What follows belongs to an exercise in optimizing a design on an open flow for small area, a short achievable clock period and few clock cycles; a production flow would make more cautious choices. The RTL was checked by simulation tests, not by an equivalence proof against the original design.

Setup of alpha:
==> flow/design.v (excerpt) <==
module vpha_hash (
    input  wire         clk,
    input  wire         rst,        
    input  wire         start,      
    input  wire [31:0]  len,        
    output reg          busy,
    output reg          done,
    output wire [31:0]  result,
    output reg          rd_req,
    output wire [31:0]  rd_addr,    
    output wire [5:0]   rd_len,     
    input  wire         rd_ready,
    input  wire         rd_valid,
    input  wire [255:0] rd_data     
);
    reg [31:0]  h;             
    reg [27:0]  blk;           
    reg [27:0]  rhi;           
    reg [3:0]   llo;           
    reg [2:0]   qlast;         
    reg         nslot;         
    reg         fdone;         
    reg         outst;         
    reg [127:0] buf0, buf1;    
    reg [1:0]   full;          
    reg [4:0]   rlen;          
    reg [2:0]   p;             
    reg [23:0]  prev;          
    reg [31:0]  x0, x1;        
    reg         xv, xl;        
    assign result  = h;
    wire [1:0] m   = -llo[1:0];                 
    wire       lds = ~nslot;                    
    wire       fin = fdone & ~outst & ~rd_req;  
    assign rd_addr = {blk, 4'd0};
    assign rd_len  = {1'b0, rlen};
    wire [255:0] bufw = {buf1, buf0};
    wire [31:0]  w    = bufw[32*p +: 32];
    wire [7:0] w0 = w[7:0],    w1 = w[15:8],  w2 = w[23:16], w3 = w[31:24];
    wire [7:0] p1 = prev[7:0], p2 = prev[15:8], p3 = prev[23:16];
    reg  [7:0] v0, v1, v2, v3;
    always @(*) begin
        case (m)
            2'd0:    begin v0 = w0; v1 = w1; v2 = w2; v3 = w3; end
            2'd1:    begin v0 = p3; v1 = w0; v2 = w1; v3 = w2; end
            2'd2:    begin v0 = p2; v1 = p3; v2 = w0; v3 = w1; end
            default: begin v0 = p1; v1 = p2; v2 = p3; v3 = w0; end
        endcase
    end
    wire [31:0] x0_n, x1_n;
    wire [31:0] h_n;
    vpha_word_sum  u_ws (.v0(v0), .v1(v1), .v2(v2), .v3(v3), .s0(x0_n), .s1(x1_n));
    vpha_state_sum u_ss (.h(h), .x0(x0), .x1(x1), .s(h_n));
    wire go    = busy & full[p[2]] & ~(xv & xl);   
    wire wlast = fin & (p == qlast);                
    wire       vld    = rd_valid & outst;
  ...
Settings: LEC_CHECK=0, ABC_CLOCK_PERIOD_IN_PS=3000, CAP_MARGIN=20, CORE_MARGIN=2, CORE_UTILIZATION=65, CTS_CLUSTER_DIAMETER=100, CTS_CLUSTER_SIZE=22, SLEW_MARGIN=20, TNS_END_PERCENT=5; clock period 12.0 ns.
standard.sh (not shown) runs the stock make flow with config.mk's settings and CLKGATE_MAP_FILE= SYNTH_SCRIPT=/design/flow/synth_recipe.tcl, a recipe that flattens the netlist after the stock synthesis.
==> flow/flow/run.sh <==
#!/bin/bash
set -euo pipefail
bash standard.sh SETUP_SLACK_MARGIN=8.5 finish > make_finish.log 2>&1
alpha was carried through to the last stage, and its layout satisfied the timing, design-rule and antenna checks.
Testbench counts of alpha, summed over its fixed seeds: cycles 23,130.
## Diff of input files: beta against alpha
# alpha
export LEC_CHECK = 0
export ABC_CLOCK_PERIOD_IN_PS = 3000
export CAP_MARGIN = 20
export CORE_MARGIN = 2
export CORE_UTILIZATION = 65
export CTS_CLUSTER_DIAMETER = 100
export CTS_CLUSTER_SIZE = 22
export SLEW_MARGIN = 20
export TNS_END_PERCENT = 5
create_clock -name core_clock -period 12.0 [get_ports {clk}]
# beta
export LEC_CHECK = 0
export ABC_CLOCK_PERIOD_IN_PS = 3000
export CAP_MARGIN = 20
export CORE_MARGIN = 2
export CORE_UTILIZATION = 65
export CTS_CLUSTER_DIAMETER = 100
export CTS_CLUSTER_SIZE = 22
export SLEW_MARGIN = 20
export TNS_END_PERCENT = 0
create_clock -name core_clock -period 12.0 [get_ports {clk}]
## What came out
alpha → beta: global-route usage went down 2.7 points, setup slack rose by 42 ps, final core utilization dropped 5.3 points, final layout net count now smaller.
Sort alpha and beta by clock period minus final worst setup slack desc -> top: alpha
Input-level comparison between gamma and beta:
# beta
export LEC_CHECK = 0
export ABC_CLOCK_PERIOD_IN_PS = 3000
export CAP_MARGIN = 20
export CORE_MARGIN = 2
export CORE_UTILIZATION = 65
export CTS_CLUSTER_DIAMETER = 100
export CTS_CLUSTER_SIZE = 22
export SLEW_MARGIN = 20
export TNS_END_PERCENT = 0
create_clock -name core_clock -period 12.0 [get_ports {clk}]
# gamma
export LEC_CHECK = 0
export ABC_CLOCK_PERIOD_IN_PS = 3000
export CAP_MARGIN = 20
export CORE_MARGIN = 2
export CORE_UTILIZATION = 65
export CTS_CLUSTER_DIAMETER = 110
export CTS_CLUSTER_SIZE = 25
export SLEW_MARGIN = 20
export TNS_END_PERCENT = 0
create_clock -name core_clock -period 12.0 [get_ports {clk}]
Results
gamma: flow completed, timing, DRC and antenna clean
gamma ended with more shortest period the worst path allows than beta.
On diode insertion count for antenna repair, gamma tracks beta almost exactly.
Diff beta..gamma | proportion of cell area occupied by multi-input gates | negligible
Compared with beta, in gamma worst setup slack now sits lower; average wire length per cell after detail routing now sits at about the same level.
Of the two candidates, beta has the worse wire length and gamma the better one.
gamma -> beta: final hold slack flat
Cmp beta and gamma / utilization after layout / lower: gamma
On global-route usage, gamma tracks beta almost exactly.

---

Setup of the baseline:
vpha_hash again, from the RTL that the note above started with.
==> flow/design.v (excerpt) <==
module vpha_hash (
    input  wire         clk,
    input  wire         rst,        
    input  wire         start,      
    input  wire [31:0]  len,        
    output reg          busy,
    output reg          done,
    output wire [31:0]  result,
    output reg          rd_req,
    output wire [31:0]  rd_addr,    
    output wire [5:0]   rd_len,     
    input  wire         rd_ready,
    input  wire         rd_valid,
    input  wire [255:0] rd_data     
);
    reg [31:0]  h;             
    reg [27:0]  blk;           
    reg [27:0]  rhi;           
    reg [3:0]   llo;           
    reg [2:0]   qlast;         
    reg         nslot;         
    reg         fdone;         
    reg         outst;         
    reg [127:0] buf0, buf1;    
    reg [1:0]   full;          
    reg [4:0]   rlen;          
    reg [2:0]   p;             
    reg [23:0]  prev;          
    reg [31:0]  x0, x1;        
    reg         xv, xl;        
    assign result  = h;
    wire [1:0] m   = -llo[1:0];                 
    wire       lds = ~nslot;                    
    wire       fin = fdone & ~outst & ~rd_req;  
  ...
==> flow/config.mk <==
export PLATFORM = sky130hd
export DESIGN_NAME = vpha_hash
export DESIGN_NICKNAME = vpha_hash
export VERILOG_FILES = /design/flow/design.v
export SDC_FILE = /design/flow/constraint.sdc
export NUM_CORES = 4
export LEC_CHECK = 0
export ABC_CLOCK_PERIOD_IN_PS = 3000
export CAP_MARGIN = 20
export CORE_MARGIN = 2
export CORE_UTILIZATION = 65
export CTS_CLUSTER_DIAMETER = 100
export CTS_CLUSTER_SIZE = 22
export SLEW_MARGIN = 20
export TNS_END_PERCENT = 0
==> flow/constraint.sdc <==
create_clock -name core_clock -period 12.0 [get_ports {clk}]
set_input_delay 2.4000 -clock core_clock [delete_from_list [all_inputs] [get_ports {clk}]]
set_output_delay 2.4000 -clock core_clock [all_outputs]
set_load 0.01 [all_outputs]
==> flow/flow/run.sh <==
#!/bin/bash
set -euo pipefail
bash standard.sh SYNTH_ARGS=-noabc SETUP_SLACK_MARGIN=8.5 finish > make_finish.log 2>&1
In summary, the baseline completed successfully, with a layout that passed the timing, design-rule and antenna checks.
Testbench counts of the baseline, summed over its fixed seeds: cycles 23,130.
diff inputs: the baseline => the candidate
Settings: swapping 65 for 70 in CORE_UTILIZATION.
==> flow/flow/run.sh <==
#!/bin/bash
set -euo pipefail
bash standard.sh SETUP_SLACK_MARGIN=8.5 finish > make_finish.log 2>&1
==> comparison <==
The beginning of the critical path comes out h[7]$_DFFE_PP_ in one run and h[5]$_SDFFCE_PP0P_ in the other, namely in the baseline and the candidate respectively.
In the candidate, the fmax came out 0.91 MHz below the value in the baseline.
Looking only at sequential cell area fraction in the yosys report, and setting everything else aside, the higher value of the baseline and the candidate goes to the baseline.
Taking the baseline as the reference, in the candidate detailed-route wire length increased by 8.8% relative to the old numbers; vertical extent of the die decreased by about 2.7% relative to the old numbers.
The candidate has total die area below what the baseline had.
Compared with the baseline, in the candidate average vias per placed instance +3.9%; non-clock buffer count lost about 4%.

-- static timing again, ports no longer ideal --
No port has a modelled driver above. Below, the same layouts with a new extraction and two added sets of constraints. Step 1 assumes that a clkbuf_16 drives the clock port and a buf_2 every other input. Step 2 adds t to the input delays and takes it off the output delays; t is the mean of the earliest and latest rising clock arrival at the registers after step 1. Input paths then give back, and output paths get back, about the clock's delay inside the block. Three values: ideal ports, drivers, drivers and shift; two values: the first two.
run	shift t [ns]	setup slack, ns	cell pins on the clock port's net
alpha	0.620	7.544 / 7.544 / 7.498	1
beta	0.617	7.585 / 7.585 / 7.044	1
gamma	0.598	7.559 / 7.559 / 7.064	1
the baseline	0.619	7.396 / 7.396 / 6.864	1
the candidate	0.611	7.377 / 7.377 / 6.989	1
After both steps every run listed still meets setup and hold. The setup slack of beta, which loses most, moves by 0.000 ns with the drivers and by -0.541 ns with both steps.
